Source: an optimization exercise on an open RTL-to-GDS flow (aim: small area). Production flows keep margins and buffers that such runs may drop. Where RTL was checked, it was by simulation tests only, not by an equivalence proof against the original.

==> inputs of 08-05 <==
## ps2_serial_core
module ps2_serial_core (
    input  wire        clk,
    input  wire        rst,           
    input  wire [1:0]  mode,          
    input  wire        two_stop,      
    input  wire        ps2_valid,
    input  wire        ps2_data,
    input  wire        bt_clk_en,
    input  wire        cmd_valid,
    input  wire [4:0]  cmd_op,
    input  wire [26:0] cmd_arg,
    output wire        cmd_ready,
    output reg         rsp_valid,
    output reg  [3:0]  rsp_code,
    output reg  [7:0]  rsp_data,
    output wire        txd,
    output reg  [15:0] rx_ovf,
    output reg  [15:0] tx_ovf
);
    localparam OP_RX_START    = 5'h02;
    localparam OP_RX_STOP     = 5'h03;
    localparam OP_RX_POLL     = 5'h04;
    localparam OP_RX_READ     = 5'h05;
    localparam OP_TX_INIT     = 5'h08;
    localparam OP_TX_TEARDOWN = 5'h09;
    localparam OP_TX_ENQUEUE  = 5'h0A;
    localparam OP_ENC_REPORT  = 5'h10;
    localparam OP_ENC_SEND    = 5'h11;
    localparam OP_ENC_RESET   = 5'h12;
  ...
==> flow/config.mk <==
export PLATFORM = sky130hd
export DESIGN_NAME = ps2_serial_core
export DESIGN_NICKNAME = ps2_serial_core
export VERILOG_FILES = /design/flow/design.v
export SDC_FILE = /design/flow/constraint.sdc
export NUM_CORES = 4
export LEC_CHECK = 0
export CAP_MARGIN = 20
export CORE_MARGIN = 2
export CORE_UTILIZATION = 70
export PLACE_DENSITY = 0.8
export SLEW_MARGIN = 20
==> flow/constraint.sdc <==
create_clock -name core_clock -period 10.0 [get_ports {clk}]
set_input_delay 2.0000 -clock core_clock [delete_from_list [all_inputs] [get_ports {clk}]]
set_output_delay 2.0000 -clock core_clock [all_outputs]
set_load 0.01 [all_outputs]
standard.sh (not shown) runs the stock make flow with config.mk's settings and CLKGATE_MAP_FILE= SYNTH_SCRIPT=/design/flow/synth_recipe.tcl, a recipe that flattens the netlist after the stock synthesis.
==> flow/flow/run.sh <==
#!/bin/bash
# Standard ORFS layout (the standard.sh, unchanged synthesis, floorplan,
# power grid and routing) with two layout choices changed:
#   - CTS: small clock buffers in sink clusters of up to 10, no dummy loads
#   - port buffers: the smallest buffer cell
# Each tool's full output stays in the ORFS logs folder (orfs/logs/...);
# make's own output goes to make_finish.log here.
set -uo pipefail
bash standard.sh \
  "CTS_ARGS=-sink_clustering_enable -repair_clock_nets -dont_use_dummy_load -buf_list sky130_fd_sc_hd__clkbuf_4 -sink_clustering_size 10 -sink_clustering_max_diameter 40" \
  "BUFFER_PORTS_ARGS=-buffer_cell sky130_fd_sc_hd__buf_1" \
  finish > make_finish.log 2>&1
==> inputs of 06-09, as changes to 08-05 <==
--- a/flow/design.v
+++ b/flow/design.v
@@ -1,36 +1,8 @@
-module satadd16 #(
-    parameter SUB = 0
-) (
-    input  wire [15:0] a,
-    input  wire [7:0]  b,
-    output wire [15:0] s
-);
-    wire [15:0] bs = {{8{b[7]}}, b};
-    wire [15:0] bx = SUB ? ~bs : bs;       
-    wire [15:0] r;
-    genvar k;
-    generate
-        for (k = 0; k < 16; k = k + 1) begin : bit_
-            wire ci;
-            wire co;
-            if (k == 0) begin : first
-                assign ci = SUB ? 1'b1 : 1'b0;
-            end else begin : rest
-                assign ci = bit_[k-1].co;
-            end
-            assign r[k] = a[k] ^ bx[k] ^ ci;
-            assign co   = (a[k] & bx[k]) | (a[k] & ci) | (bx[k] & ci);
-        end
-    endgenerate
-    wire pos_sat = !a[15] && (SUB ? b[7] : !b[7]) && r[15];
-    wire neg_sat =  a[15] && (SUB ? !b[7] : b[7]) && (!r[15] || r[14:0] == 15'd0);
-    assign s = pos_sat ? 16'h7FFF : neg_sat ? 16'h8001 : r;
-endmodule
 module ps2_serial_core (
     input  wire        clk,
     input  wire        rst,           
     input  wire [1:0]  mode,          
     input  wire        two_stop,      
     input  wire        ps2_valid,
     input  wire        ps2_data,
     input  wire        bt_clk_en,
@@ -62,57 +34,77 @@
     localparam R_DROPPED    = 4'h4;
     localparam R_NOTDUE     = 4'h6;
     localparam R_SUPPRESSED = 4'h7;
     localparam R_SENT       = 4'h8;
     localparam R_FAULT      = 4'h9;
     localparam R_REFUSED    = 4'hA;
     localparam MODE_TWO   = 2'd0;
     localparam MODE_WHEEL = 2'd2;
+    function [15:0] satadd;
+        input [15:0] a;
+        input [7:0]  b;
+        reg   [15:0] s;
+        reg   [16:0] c;
+        reg          bi;
+        integer k;
+        begin
+            c[0] = 1'b0;
+            for (k = 0; k < 16; k = k + 1) begin
+                bi = (k < 8) ? b[k] : b[7];
+                s[k]   = a[k] ^ bi ^ c[k];
+                c[k+1] = (a[k] & bi) | (a[k] & c[k]) | (bi & c[k]);
+            end
+            if (!a[15] && !b[7] && s[15])
+                satadd = 16'h7FFF;
+            else if (a[15] && b[7] && (!s[15] || s[14:0] == 15'd0))
+                satadd = 16'h8001;
+            else
+                satadd = s;
+        end
+    endfunction
     function [16:0] inc16;
         input [15:0] a;
-        input        ci;
         reg   [16:0] c;
         integer k;
         begin
-            c[0] = ci;
+            c[0] = 1'b1;
             for (k = 0; k < 16; k = k + 1) begin
                 inc16[k] = a[k] ^ c[k];
                 c[k+1]   = a[k] & c[k];
             end
             inc16[16] = c[16];
         end
     endfunction
     function [16:0] dec16;
         input [15:0] a;
-        input        ci;
         reg   [16:0] c;
         integer k;
         begin
-            c[0] = ci;
+            c[0] = 1'b1;
             for (k = 0; k < 16; k = k + 1) begin
                 dec16[k] = a[k] ^ c[k];
                 c[k+1]   = ~a[k] & c[k];
             end
             dec16[16] = c[16];
         end
     endfunction
     reg        rx_armed;
     reg [9:0]  rx_sr;         
     reg        rx_par;        
     reg        tx_armed;
     reg [15:0] bt_compare;
     reg [15:0] bt_left;       
     reg [9:0]  tx_sr;         
     reg signed [15:0] acc_dx;
-    reg signed [15:0] acc_ndy;       
+    reg signed [15:0] acc_dy;
     reg signed [15:0] acc_wheel;
     reg [2:0]  cur_buttons;
     reg [2:0]  last_buttons;
-    reg [5:0]  due_lfsr;      
+    reg [5:0]  due_left;      
     reg        send_busy;
     reg        read_busy;
     reg [15:0] left;          
     reg [4:0]  rx_p;          
     reg [7:0]  rx_mem [0:15];
     reg [4:0]  tx_p;          
     reg [6:0]  tx_mem [0:15];
     wire busy = send_busy | read_busy;
@@ -125,31 +117,32 @@
     wire is_op_tx_init   = accept && cmd_op == OP_TX_INIT;
     wire is_op_tx_down   = accept && cmd_op == OP_TX_TEARDOWN;
     wire is_op_tx_enq    = accept && cmd_op == OP_TX_ENQUEUE;
     wire is_op_report    = accept && cmd_op == OP_ENC_REPORT;
     wire is_op_send      = accept && cmd_op == OP_ENC_SEND;
     wire is_op_enc_reset = accept && cmd_op == OP_ENC_RESET;
     wire rx_start_ok = is_op_rx_start && !rx_armed;
     wire tx_init_ok  = is_op_tx_init  && !tx_armed;
-    wire [16:0] left_dec = dec16(left, busy);
+    wire [16:0] left_dec = dec16(left);
     wire last_step = (left == 16'd1);
     wire bt_step  = tx_armed && bt_clk_en;
-    wire [16:0] bt_dec = dec16(bt_left, bt_step);
-    wire tick     = bt_dec[16];                      
+    wire [16:0] bt_dec = dec16(bt_left);
+    wire bt_zero  = bt_dec[16];
+    wire tick     = bt_step && bt_zero;
     wire tx_idle  = (tx_sr[9:1] == 9'd0);           
     wire tx_empty = tx_p[4];
     wire tx_pop   = tick && tx_idle && !tx_empty;
     wire [6:0] tx_rd = tx_mem[tx_p[3:0]];
     always @(posedge clk) begin
         if (tx_init_ok) begin
             bt_compare <= cmd_arg[15:0];
             bt_left    <= cmd_arg[15:0];
-        end else begin
-            bt_left    <= tick ? bt_compare : bt_dec[15:0];
+        end else if (bt_step) begin
+            bt_left    <= bt_zero ? bt_compare : bt_dec[15:0];
         end
     end
     always @(posedge clk) begin
         if (rst) begin
             tx_armed <= 1'b0;
             tx_sr    <= 10'd1;
         end else if (tx_init_ok || is_op_tx_down) begin
             tx_armed <= tx_init_ok;
@@ -159,64 +152,55 @@
                 tx_sr <= {1'b0, tx_sr[9:1]};
             else if (!tx_empty)
                 tx_sr <= {two_stop, 1'b1, tx_rd, 1'b0};
         end
     end
     assign txd = tx_sr[0];
     wire       two_btn  = (mode == MODE_TWO);
     wire       wheel    = (mode == MODE_WHEEL);
-    wire [5:0] due_seed = two_btn ? (two_stop ? 6'b001110 : 6'b110010)
-                                  : (two_stop ? 6'b100111 : 6'b111010);
-    wire       due_end  = (due_lfsr == 6'b111111);
-    wire       due      = due_end || (due_lfsr == 6'b011111 && tick);
-    wire       moving   = (acc_dx != 0) || (acc_ndy != 0) || (wheel && acc_wheel != 0);
+    wire [5:0] period   = two_btn ? (two_stop ? 6'd30 : 6'd27)
+                                  : (two_stop ? 6'd40 : 6'd36);
+    wire       due      = (due_left == 6'd0) || (due_left == 6'd1 && tick);
+    wire       moving   = (acc_dx != 0) || (acc_dy != 0) || (wheel && acc_wheel != 0);
     wire       send_go  = is_op_send && due && (moving || cur_buttons != last_buttons);
     wire       send_end = send_busy && last_step;
     always @(posedge clk) begin
         if (rst || send_go || is_op_enc_reset)
-            due_lfsr <= due_seed;
-        else if (tick && !due_end)
-            due_lfsr <= {due_lfsr[4:0], due_lfsr[5] ^ due_lfsr[4]};
-    end
-    wire [7:0] add_dx    = is_op_report ? cmd_arg[23:16] : 8'd0;
-    wire [7:0] add_dy    = is_op_report ? cmd_arg[15:8]  : 8'd0;
-    wire [7:0] add_wheel = is_op_report ? cmd_arg[7:0]   : 8'd0;
-    wire       acc_clear = rst || is_op_enc_reset || send_end;
-    wire [15:0] sum_dx, sum_dy, sum_wheel;
-    satadd16 u_add_dx    (.a(acc_dx),    .b(add_dx),    .s(sum_dx));
-    satadd16 #(.SUB(1)) u_sub_dy (.a(acc_ndy), .b(add_dy), .s(sum_dy));
-    satadd16 u_add_wheel (.a(acc_wheel), .b(add_wheel), .s(sum_wheel));
-    always @(posedge clk) begin
-        if (acc_clear) begin
-            acc_dx    <= 16'sd0;
-            acc_ndy   <= 16'sd0;
-            acc_wheel <= 16'sd0;
-        end else begin
-            acc_dx    <= sum_dx;
-            acc_ndy   <= sum_dy;
-            acc_wheel <= sum_wheel;
-        end
+            due_left <= period;
+        else if (tick && due_left != 6'd0)
+            due_left <= due_left - 1'b1;
     end
     always @(posedge clk) begin
         if (rst || is_op_enc_reset) begin
+            acc_dx       <= 16'sd0;
+            acc_dy       <= 16'sd0;
+            acc_wheel    <= 16'sd0;
             cur_buttons  <= 3'b000;
             last_buttons <= 3'b000;
         end else if (is_op_report) begin
-            cur_buttons  <= cmd_arg[26:24];
+            acc_dx      <= satadd(acc_dx, cmd_arg[23:16]);
+            acc_dy      <= satadd(acc_dy, cmd_arg[15:8]);
+            acc_wheel   <= satadd(acc_wheel, cmd_arg[7:0]);
+            cur_buttons <= cmd_arg[26:24];
+        end else if (send_end) begin
+            acc_dx    <= 16'sd0;
+            acc_dy    <= 16'sd0;
+            acc_wheel <= 16'sd0;
         end else if (send_go) begin
             last_buttons <= cur_buttons;
         end
     end
     wire       dx_hi = !acc_dx[15] && (acc_dx[14:7] != 8'h00);
     wire       dx_lo =  acc_dx[15] && !(acc_dx[14:7] == 8'hFF && acc_dx[6:0] != 7'd0);
     wire [7:0] dx8   = dx_hi ? 8'h7F : dx_lo ? 8'h81 : acc_dx[7:0];
-    wire       dy_hi = !acc_ndy[15] && (acc_ndy[14:7] != 8'h00);
-    wire       dy_lo =  acc_ndy[15] && !(acc_ndy[14:7] == 8'hFF && acc_ndy[6:0] != 7'd0);
-    wire [7:0] dy8   = dy_hi ? 8'h7F : dy_lo ? 8'h81 : acc_ndy[7:0];
+    wire       dy_hi = !acc_dy[15] && (acc_dy[14:7] != 8'h00);
+    wire       dy_lo =  acc_dy[15] && !(acc_dy[14:7] == 8'hFF && acc_dy[6:0] != 7'd0);
+    wire [7:0] dy_n  = ~acc_dy[7:0] + 1'b1;
+    wire [7:0] dy8   = dy_hi ? 8'h81 : dy_lo ? 8'h7F : dy_n;
     wire [6:0] b0  = {1'b1, cur_buttons[0], cur_buttons[1], dy8[7:6], dx8[7:6]};
     wire [6:0] b1  = {1'b0, dx8[5:0]};
     wire [6:0] b2  = {1'b0, dy8[5:0]};
     wire [6:0] b3  = wheel ? {2'b00, cur_buttons[2], acc_wheel[3:0]}
                            : {1'b0, cur_buttons[2], 5'b00000};
     reg [6:0] pkt_byte;
     always @(*) begin
         case ({two_btn, left[1:0]})
@@ -245,21 +229,21 @@
     end
     always @(posedge clk) begin
         if (tx_push_ok) begin
             tx_mem[0] <= tx_wdata;
             for (i = 1; i < 16; i = i + 1)
                 tx_mem[i] <= tx_mem[i-1];
         end
     end
-    wire [16:0] tx_ovf_inc = inc16(tx_ovf, tx_push && tx_full && (tx_ovf != 16'hFFFF));
+    wire [16:0] tx_ovf_inc = inc16(tx_ovf);
     always @(posedge clk) begin
         if (rst)
             tx_ovf <= 16'h0000;
-        else
+        else if (tx_push && tx_full && !tx_ovf_inc[16])
             tx_ovf <= tx_ovf_inc[15:0];
     end
     wire       rx_armed_a = rx_start_ok ? 1'b1 : is_op_rx_stop ? 1'b0 : rx_armed;
     wire [9:0] rx_sr_a    = rx_start_ok ? 10'd0 : rx_sr;
     wire       rx_par_a   = rx_start_ok ? 1'b0 : rx_par;
     wire       edge_step  = ps2_valid && rx_armed_a;
     wire       at_await   = (rx_sr_a == 10'd0);
     wire       at_stop    = rx_sr_a[0];
@@ -301,21 +285,21 @@
     end
     always @(posedge clk) begin
         if (rx_push_ok) begin
             rx_mem[0] <= rx_sr_a[8:1];
             for (i = 1; i < 16; i = i + 1)
                 rx_mem[i] <= rx_mem[i-1];
         end
     end
-    wire [16:0] rx_ovf_inc = inc16(rx_ovf, rx_push && rx_full && (rx_ovf != 16'hFFFF));
+    wire [16:0] rx_ovf_inc = inc16(rx_ovf);
     always @(posedge clk) begin
         if (rst)
             rx_ovf <= 16'h0000;
-        else
+        else if (rx_push && rx_full && !rx_ovf_inc[16])
             rx_ovf <= rx_ovf_inc[15:0];
     end
     wire rsp_now = send_end || (read_busy && (!rx_empty || last_step)) ||
                    (accept && !((is_op_rx_read && rx_empty && cmd_arg[15:0] != 16'd0) ||
                                 send_go));
     always @(posedge clk) begin
         if (rst) begin
             send_busy <= 1'b0;
@@ -333,22 +317,22 @@
                 if (is_op_rx_read && rx_empty && cmd_arg[15:0] != 16'd0)
                     read_busy <= 1'b1;
                 if (send_go)
                     send_busy <= 1'b1;
             end
         end
     end
     always @(posedge clk) begin
-        if (is_op_rx_read)
+        if (busy)
+            left <= left_dec[15:0];
+        else if (is_op_rx_read)
             left <= cmd_arg[15:0];
         else if (is_op_send)
             left <= two_btn ? 16'd3 : 16'd4;
-        else
-            left <= left_dec[15:0];
     end
     always @(posedge clk) begin
         if (send_busy) begin
             rsp_data[2:0] <= rsp_data[2:0] + tx_push_ok;
             rsp_code      <= R_SENT;
         end else if (read_busy) begin
             rsp_code <= rx_empty ? R_TIMEOUT : R_BYTE;
             rsp_data <= rx_empty ? 8'd0 : rx_rd;
==> flow/flow/run.sh (replaced) <==
#!/bin/bash
# Standard ORFS layout (the standard.sh, unchanged synthesis, floorplan,
# power grid and routing) with three layout choices changed:
#   - CTS: larger sink clusters, no dummy loads
#   - port buffers: the smallest buffer cell
#   - power recovery: non-critical gates downsized after global routing
# Each tool's full output stays in the ORFS logs folder (orfs/logs/...);
# make's own output goes to make_finish.log here.
set -uo pipefail
bash standard.sh \
  "CTS_ARGS=-sink_clustering_enable -repair_clock_nets -dont_use_dummy_load -buf_list sky130_fd_sc_hd__clkbuf_16 -sink_clustering_size 30 -sink_clustering_max_diameter 80" \
  "BUFFER_PORTS_ARGS=-buffer_cell sky130_fd_sc_hd__buf_1" \
  RECOVER_POWER=100 \
  finish > make_finish.log 2>&1
- CORE_UTILIZATION: 70 -> 60
- PLACE_DENSITY: 0.8 -> 0.7
==> inputs of 03-12, as changes to 08-05 <==
--- a/flow/design.v
+++ b/flow/design.v
@@ -1,34 +1,31 @@
-module satadd16 #(
-    parameter SUB = 0
-) (
+module satadd16 (
     input  wire [15:0] a,
     input  wire [7:0]  b,
     output wire [15:0] s
 );
-    wire [15:0] bs = {{8{b[7]}}, b};
-    wire [15:0] bx = SUB ? ~bs : bs;       
+    wire [15:0] bx = {{8{b[7]}}, b};
     wire [15:0] r;
     genvar k;
     generate
         for (k = 0; k < 16; k = k + 1) begin : bit_
             wire ci;
             wire co;
             if (k == 0) begin : first
-                assign ci = SUB ? 1'b1 : 1'b0;
+                assign ci = 1'b0;
             end else begin : rest
                 assign ci = bit_[k-1].co;
             end
             assign r[k] = a[k] ^ bx[k] ^ ci;
             assign co   = (a[k] & bx[k]) | (a[k] & ci) | (bx[k] & ci);
         end
     endgenerate
-    wire pos_sat = !a[15] && (SUB ? b[7] : !b[7]) && r[15];
-    wire neg_sat =  a[15] && (SUB ? !b[7] : b[7]) && (!r[15] || r[14:0] == 15'd0);
+    wire pos_sat = !a[15] && !b[7] && r[15];
+    wire neg_sat =  a[15] &&  b[7] && (!r[15] || r[14:0] == 15'd0);
     assign s = pos_sat ? 16'h7FFF : neg_sat ? 16'h8001 : r;
 endmodule
 module ps2_serial_core (
     input  wire        clk,
     input  wire        rst,           
     input  wire [1:0]  mode,          
     input  wire        two_stop,      
     input  wire        ps2_valid,
@@ -98,17 +95,17 @@
     reg        rx_armed;
     reg [9:0]  rx_sr;         
     reg        rx_par;        
     reg        tx_armed;
     reg [15:0] bt_compare;
     reg [15:0] bt_left;       
     reg [9:0]  tx_sr;         
     reg signed [15:0] acc_dx;
-    reg signed [15:0] acc_ndy;       
+    reg signed [15:0] acc_dy;
     reg signed [15:0] acc_wheel;
     reg [2:0]  cur_buttons;
     reg [2:0]  last_buttons;
     reg [5:0]  due_lfsr;      
     reg        send_busy;
     reg        read_busy;
     reg [15:0] left;          
     reg [4:0]  rx_p;          
@@ -163,60 +160,61 @@
     end
     assign txd = tx_sr[0];
     wire       two_btn  = (mode == MODE_TWO);
     wire       wheel    = (mode == MODE_WHEEL);
     wire [5:0] due_seed = two_btn ? (two_stop ? 6'b001110 : 6'b110010)
                                   : (two_stop ? 6'b100111 : 6'b111010);
     wire       due_end  = (due_lfsr == 6'b111111);
     wire       due      = due_end || (due_lfsr == 6'b011111 && tick);
-    wire       moving   = (acc_dx != 0) || (acc_ndy != 0) || (wheel && acc_wheel != 0);
+    wire       moving   = (acc_dx != 0) || (acc_dy != 0) || (wheel && acc_wheel != 0);
     wire       send_go  = is_op_send && due && (moving || cur_buttons != last_buttons);
     wire       send_end = send_busy && last_step;
     always @(posedge clk) begin
         if (rst || send_go || is_op_enc_reset)
             due_lfsr <= due_seed;
         else if (tick && !due_end)
             due_lfsr <= {due_lfsr[4:0], due_lfsr[5] ^ due_lfsr[4]};
     end
     wire [7:0] add_dx    = is_op_report ? cmd_arg[23:16] : 8'd0;
     wire [7:0] add_dy    = is_op_report ? cmd_arg[15:8]  : 8'd0;
     wire [7:0] add_wheel = is_op_report ? cmd_arg[7:0]   : 8'd0;
     wire       acc_clear = rst || is_op_enc_reset || send_end;
     wire [15:0] sum_dx, sum_dy, sum_wheel;
     satadd16 u_add_dx    (.a(acc_dx),    .b(add_dx),    .s(sum_dx));
-    satadd16 #(.SUB(1)) u_sub_dy (.a(acc_ndy), .b(add_dy), .s(sum_dy));
+    satadd16 u_add_dy    (.a(acc_dy),    .b(add_dy),    .s(sum_dy));
     satadd16 u_add_wheel (.a(acc_wheel), .b(add_wheel), .s(sum_wheel));
     always @(posedge clk) begin
         if (acc_clear) begin
             acc_dx    <= 16'sd0;
-            acc_ndy   <= 16'sd0;
+            acc_dy    <= 16'sd0;
             acc_wheel <= 16'sd0;
         end else begin
             acc_dx    <= sum_dx;
-            acc_ndy   <= sum_dy;
+            acc_dy    <= sum_dy;
             acc_wheel <= sum_wheel;
         end
     end
     always @(posedge clk) begin
         if (rst || is_op_enc_reset) begin
             cur_buttons  <= 3'b000;
             last_buttons <= 3'b000;
         end else if (is_op_report) begin
             cur_buttons  <= cmd_arg[26:24];
         end else if (send_go) begin
             last_buttons <= cur_buttons;
         end
     end
     wire       dx_hi = !acc_dx[15] && (acc_dx[14:7] != 8'h00);
     wire       dx_lo =  acc_dx[15] && !(acc_dx[14:7] == 8'hFF && acc_dx[6:0] != 7'd0);
     wire [7:0] dx8   = dx_hi ? 8'h7F : dx_lo ? 8'h81 : acc_dx[7:0];
-    wire       dy_hi = !acc_ndy[15] && (acc_ndy[14:7] != 8'h00);
-    wire       dy_lo =  acc_ndy[15] && !(acc_ndy[14:7] == 8'hFF && acc_ndy[6:0] != 7'd0);
-    wire [7:0] dy8   = dy_hi ? 8'h7F : dy_lo ? 8'h81 : acc_ndy[7:0];
+    wire       dy_hi = !acc_dy[15] && (acc_dy[14:7] != 8'h00);
+    wire       dy_lo =  acc_dy[15] && !(acc_dy[14:7] == 8'hFF && acc_dy[6:0] != 7'd0);
+    wire [7:0] dy_n  = ~acc_dy[7:0] + 1'b1;
+    wire [7:0] dy8   = dy_hi ? 8'h81 : dy_lo ? 8'h7F : dy_n;
     wire [6:0] b0  = {1'b1, cur_buttons[0], cur_buttons[1], dy8[7:6], dx8[7:6]};
     wire [6:0] b1  = {1'b0, dx8[5:0]};
     wire [6:0] b2  = {1'b0, dy8[5:0]};
     wire [6:0] b3  = wheel ? {2'b00, cur_buttons[2], acc_wheel[3:0]}
                            : {1'b0, cur_buttons[2], 5'b00000};
     reg [6:0] pkt_byte;
     always @(*) begin
         case ({two_btn, left[1:0]})
==> flow/flow/run.sh (replaced) <==
#!/bin/bash
# Standard ORFS layout (the standard.sh: its synthesis script, floorplan,
# power grid, placement and routing) with these choices changed:
#   - synthesis: synth_recipe.tcl, but abc maps the logic with flow/area.abc,
#     an area-recovery script (registers are mapped before abc, unchanged)
#   - CTS: small clock buffers in sink clusters of up to 10, no dummy loads
#   - port buffers: the smallest buffer cell
# Each step's full tool output is in orfs/logs/sky130hd/ps2_serial_core/base/*.log and
# is copied next to this flow's own make log (make_finish.log) when done.
set -uo pipefail
export FLOW_WORK_DIR="$PWD"
export AREA_ABC_SCRIPT="$PWD/flow/area.abc"
bash standard.sh \
  "SYNTH_SCRIPT=$PWD/flow/area_synth.tcl" \
  "CTS_ARGS=-sink_clustering_enable -repair_clock_nets -dont_use_dummy_load -buf_list sky130_fd_sc_hd__clkbuf_4 -sink_clustering_size 10 -sink_clustering_max_diameter 40" \
  "BUFFER_PORTS_ARGS=-buffer_cell sky130_fd_sc_hd__buf_1" \
  finish > make_finish.log 2>&1
status=$?
for f in orfs/logs/sky130hd/ps2_serial_core/base/*.log; do
  [[ -f "$f" ]] && cp "$f" "log_$(basename "$f")"
done
exit $status
==> flow/flow/area.abc (new file) <==
&get -n
&st
&dch -f
&nf -R 1000
&put
mfs2
strash
&get -n
&dch -f
&nf -R 1000
&put
==> flow/flow/area_synth.tcl (new file) <==
# The standard synthesis script (synth_recipe.tcl, sourced unchanged),
# with one difference: the combinational mapping call to abc uses the
# area-recovery script flow/area.abc instead of ORFS's abc_speed.script.
# Flip-flop mapping (dfflibmap) happens before abc and is not affected, so
# the registers, their names and cell types are those of the standard run.
proc abc {args} {
  set i [lsearch -exact $args -script]
  if {$i >= 0} {
    lset args [expr {$i + 1}] $::env(AREA_ABC_SCRIPT)
    puts "area_synth.tcl: abc with script $::env(AREA_ABC_SCRIPT)"
  }
  yosys abc {*}$args
}
source $::env(FLOW_WORK_DIR)/synth_recipe.tcl
==> flow_summary_export.csv <==
group,metric,value,unit
synthesis,synthAdderAreaFrac,0.105,
routing,post_drt_wl_per_cell,19.4,um
power_and_ir_drop,leakagePower,7.80,nW
global_route,grt_util_met2,0.439,
status,status,"no timing/DRC/antenna violations",
global_route,grt_pass1_wl,65300,um
synthesis,syn_avg_cell_area,11.8,sq um
floorplanning,nWellTaps,341,
power_and_ir_drop,power_clock,0.769,mW
setup_path,worstPathRequired,10.52,ns
Source of the figures above: 08-05

==> flow_summary_export.csv <==
group,metric,value,unit
status,status,"no timing/DRC/antenna violations",
global_route,grt_util_met2,0.452,
setup_path,worstPathRequired,10.54,ns
power_and_ir_drop,power_clock,0.767,mW
routing,post_drt_wl_per_cell,19.4,um
power_and_ir_drop,leakagePower,7.19,nW
global_route,grt_pass1_wl,60200,um
Source of the figures above: 03-12

==> flow_summary_export.csv <==
group,metric,value,unit
flow_run,maxCapViolCount,3,
floorplanning,nWellTaps,448,
routing,post_drt_wl_per_cell,20.5,um
status,so_faults,"capacitance limit, slew limit",
status,status,"complete, but fails checks",
sta,maxSlewViolCount,186,
synthesis,syn_avg_cell_area,12.5,sq um
global_route,grt_util_met2,0.404,
Source of the figures above: 06-09

Function not checked in 08-05 and 06-09: the RTL went through the layout flow alone.

-- port drivers added, routing unchanged --
How much do the figures lean on ideal ports? The routed layouts below were timed once more, with nothing changed but the port constraints. Step 1: set_driving_cell puts a clkbuf_16 on clk and a buf_2 on each other input, an assumption about the parent block. Step 2 also shifts input and output timing later by t, the mid clock arrival at the registers, as if the neighbouring blocks saw the same clock. a / b / c = no drivers / after step 1 / after step 2; a / b = the first two.
run	shift t [ns]	setup slack, ns	hold slack, ns	worst setup path at the end
08-05	0.728	0.602 / 0.626 / -0.102	0.445 / 0.445 / 0.445	input to register
06-09	0.586	1.188 / 1.222 / 0.637	0.430 / 0.430 / 0.430	input to register
03-12	0.748	0.616 / 0.638 / -0.109	0.414 / 0.414 / 0.414	input to register
With both steps, setup timing fails in 08-05 and 03-12, where it was met with ideal ports. The setup slack of 03-12, which loses most, moves by +0.022 ns with the drivers and by -0.725 ns with both steps.
